Context: an optimization exercise on an open-source flow, tuned for small area, a short achievable clock period and few clock cycles per item. The choices shown serve that exercise and are no tape-out recipe.
The RTL was checked by simulation tests, not by an equivalence proof against the original design.
Power is estimated from default activity; no workload was simulated.

## ad5934_ctrl
module ad5934_ctrl (
    input  wire         clk,
    input  wire         rst,           
    input  wire         cmd_valid,
    output wire         cmd_ready,
    input  wire [167:0] cmd,
    output reg          rsp_valid,
    output wire [209:0] rsp,
    output wire         bus_req,
    output wire         bus_we,
    output wire [7:0]   bus_addr,
    output wire [7:0]   bus_wdata,
    input  wire         bus_ack,
    input  wire [7:0]   bus_rdata,
    input  wire         bus_err,
    input  wire [31:0]  poll_budget
);
Size in the first run: about 2500 cells after synthesis, about 400 flip-flops, ~440 I/O pins, about 23000 um^2 of cells after synthesis.
==> flow/config.mk <==
export PLATFORM = sky130hd
export DESIGN_NAME = ad5934_ctrl
export DESIGN_NICKNAME = ad5934_ctrl
export VERILOG_FILES = /design/flow/design.v
export SDC_FILE = /design/flow/constraint.sdc
export NUM_CORES = 4
export LEC_CHECK = 0
export CAP_MARGIN = 20
export CORE_MARGIN = 2
export CORE_UTILIZATION = 60
export CTS_CLUSTER_DIAMETER = 100
export CTS_CLUSTER_SIZE = 20
export PLACE_DENSITY = 0.65
export SETUP_SLACK_MARGIN = 4.4
export SLEW_MARGIN = 20
==> flow/constraint.sdc <==
create_clock -name core_clock -period 8.0 [get_ports {clk}]
set_input_delay 1.6000 -clock core_clock [delete_from_list [all_inputs] [get_ports {clk}]]
set_output_delay 1.6000 -clock core_clock [all_outputs]
set_load 0.01 [all_outputs]
standard.sh (not shown) runs the stock make flow with config.mk's settings and CLKGATE_MAP_FILE= SYNTH_SCRIPT=/design/flow/synth_recipe.tcl, a recipe that flattens the netlist after the stock synthesis.
==> flow/flow/run.sh <==
#!/bin/bash
# Standard layout, with the port buffers made of the smallest buffer cell.
set -euo pipefail
bash standard.sh 'BUFFER_PORTS_ARGS=-buffer_cell sky130_fd_sc_hd__buf_1' finish > orfs_make.log 2>&1
Testbench counts at the start, summed over its fixed seeds: cycles 52,357, commands 4,800.
Next try:
--- a/flow/config.mk
+++ b/flow/config.mk
@@ -8,8 +8,8 @@
 export CAP_MARGIN = 20
 export CORE_MARGIN = 2
-export CORE_UTILIZATION = 60
+export CORE_UTILIZATION = 66
 export CTS_CLUSTER_DIAMETER = 100
 export CTS_CLUSTER_SIZE = 20
-export PLACE_DENSITY = 0.65
-export SETUP_SLACK_MARGIN = 4.4
+export PLACE_DENSITY = 0.78
+export SETUP_SLACK_MARGIN = 4.5
 export SLEW_MARGIN = 20
=> The new run passed the timing, design-rule and antenna checks. Via count rises by about 3.5%. Final cell count falls by about 1.5%. Design area rises by about 0.3%. Power rises by about 0.43%. Setup slack improves by 0.079 ns. Register-to-register slack improves by 0.08 ns. Wire length stays flat. First-iteration DRC count rises by about 33%.
Next try:
--- a/flow/config.mk
+++ b/flow/config.mk
@@ -8,8 +8,6 @@
 export CAP_MARGIN = 20
 export CORE_MARGIN = 2
-export CORE_UTILIZATION = 66
-export CTS_CLUSTER_DIAMETER = 100
-export CTS_CLUSTER_SIZE = 20
-export PLACE_DENSITY = 0.78
-export SETUP_SLACK_MARGIN = 4.5
+export CORE_UTILIZATION = 50
+export PLACE_DENSITY = 0.65
+export SETUP_SLACK_MARGIN = 4.2
 export SLEW_MARGIN = 20
Hold slack is about the same.
Setup slack is worse by 0.20 ns.
Critical path depth drops by 11.
Non-clock buffer count shrinks by 11.
Sequential share of layout area decreases by 0.82 points.
Utilization shrinks by 17 points.
Wire length rises by 5.7%.
Clock skew drops by 0.020 ns.
Next try:
--- a/flow/config.mk
+++ b/flow/config.mk
@@ -8,6 +8,7 @@
 export CAP_MARGIN = 20
 export CORE_MARGIN = 2
-export CORE_UTILIZATION = 50
-export PLACE_DENSITY = 0.65
-export SETUP_SLACK_MARGIN = 4.2
+export CORE_UTILIZATION = 60
+export CTS_CLUSTER_SIZE = 20
+export PLACE_DENSITY = 0.72
+export SETUP_SLACK_MARGIN = 4.5
 export SLEW_MARGIN = 20
What happened: The changed run finished with timing, DRC and antenna clean; final cell count falls by about 2.3%; worst setup slack gains 0.19 ns; die area falls by 16%; global-route usage rises by 6.7 points; critical path depth rises by 11; synthesized cell count stays the same; synthesized area is unchanged.


Setup of build 15:
ad5934_ctrl again, from the RTL that the note above started with.
clock: 8.0 ns
lec_check: 0
cap_margin: 20
core_margin: 2
core_utilization: 60
cts_cluster_diameter: 100
cts_cluster_size: 20
place_density: 0.72
setup_slack_margin: 4.75
slew_margin: 20
Scripts as last shown in full above: flow/flow/run.sh
Build 15 was carried through to the last stage, and its layout satisfied the timing, design-rule and antenna checks.
Testbench counts of build 15, summed over its fixed seeds: cycles 52,357, commands 4,800.
The following lists how build 9 was set up differently from build 15:
# build 15
export LEC_CHECK = 0
export CAP_MARGIN = 20
export CORE_MARGIN = 2
export CORE_UTILIZATION = 60
export CTS_CLUSTER_DIAMETER = 100
export CTS_CLUSTER_SIZE = 20
export PLACE_DENSITY = 0.72
export SETUP_SLACK_MARGIN = 4.75
export SLEW_MARGIN = 20
create_clock -name core_clock -period 8.0 [get_ports {clk}]
# build 9
export LEC_CHECK = 0
export CAP_MARGIN = 20
export CORE_MARGIN = 2
export CORE_UTILIZATION = 60
export CTS_CLUSTER_DIAMETER = 100
export CTS_CLUSTER_SIZE = 20
export PLACE_DENSITY = 0.72
export SETUP_SLACK_MARGIN = 4.5
export SLEW_MARGIN = 20
create_clock -name core_clock -period 8.0 [get_ports {clk}]
--- outcome ---
- Compared to build 15, build 9 has worst setup slack 0.023 ns lower.
- Total power was higher in the run labelled build 15.
- Summary of build 9 over build 15: combinational power went down; final cycle utilization of the critical path went up; sequential power did not really move.
- Going from build 15 to build 9, max-slew headroom at the worst pin shrinks by 1.8 points.
- Fmax is higher on build 15
- Taking build 15 as the reference, in build 9 critical path buffer and inverter count essentially unchanged; delay of the slowest cell on the worst path increased 0.10 ns; multi-input combinational area share decreased 0.60 points.
- The lower final-layout worst hold slack came out of build 15.
The following lists how build 84 was set up differently from build 9:
# build 9
export LEC_CHECK = 0
export CAP_MARGIN = 20
export CORE_MARGIN = 2
export CORE_UTILIZATION = 60
export CTS_CLUSTER_DIAMETER = 100
export CTS_CLUSTER_SIZE = 20
export PLACE_DENSITY = 0.72
export SETUP_SLACK_MARGIN = 4.5
export SLEW_MARGIN = 20
create_clock -name core_clock -period 8.0 [get_ports {clk}]
# build 84
export LEC_CHECK = 0
export CAP_MARGIN = 20
export CORE_MARGIN = 2
export CORE_UTILIZATION = 50
export PLACE_DENSITY = 0.65
export SETUP_SLACK_MARGIN = 4.5
export SLEW_MARGIN = 20
create_clock -name core_clock -period 8.0 [get_ports {clk}]
Findings:
Build 9 → build 84: synthesized area roughly the same; area of all placed cells without fillers increased 4.7%; sequential share of cell area now sits lower.

==> afterwards: timing with drivers on the ports <==
In the flow no input, the clock included, has a driving cell. The finished layouts below were timed again as built, in two steps.
Step 1, drivers: a clkbuf_16 drives clk and a buf_2 each remaining input, both assumed.
Step 2 adds t to the input delays and takes it off the output delays; t is the mean of the earliest and latest rising clock arrival at the registers after step 1. Input paths then give back, and output paths get back, about the clock's delay inside the block.
Three values: ideal, step 1, step 2; two values: the first two.
| run | t, ns | setup slack, ns | latest minus earliest clock arrival (ns) | worst register clock-pin slew, ns |
|---|---|---|---|---|
| the first run of note 1 | 0.628 | 4.426 / 4.424 / 3.945 | 0.022 / 0.022 | 0.10 / 0.10 |
| the second run of note 1 | 0.615 | 4.505 / 4.481 / 4.144 | 0.036 / 0.036 | 0.11 / 0.11 |
| the third run of note 1 | 0.651 | 4.303 / 4.242 / 3.744 | 0.015 / 0.015 | 0.07 / 0.07 |
| the fourth run of note 1 | 0.653 | 4.493 / 4.493 / 4.082 | 0.031 / 0.031 | 0.07 / 0.07 |
| build 15 | 0.637 | 4.527 / 4.527 / 4.233 | 0.051 / 0.051 | 0.11 / 0.11 |
| build 9 | 0.628 | 4.504 / 4.504 / 4.014 | 0.045 / 0.044 | 0.11 / 0.11 |
| build 84 | 0.641 | 4.488 / 4.484 / 4.136 | 0.016 / 0.016 | 0.07 / 0.07 |
After both steps setup and hold are still met in every run listed. For the third run of note 1, which loses most, drivers alone change the setup slack by -0.061 ns; drivers and shift together by -0.559 ns.
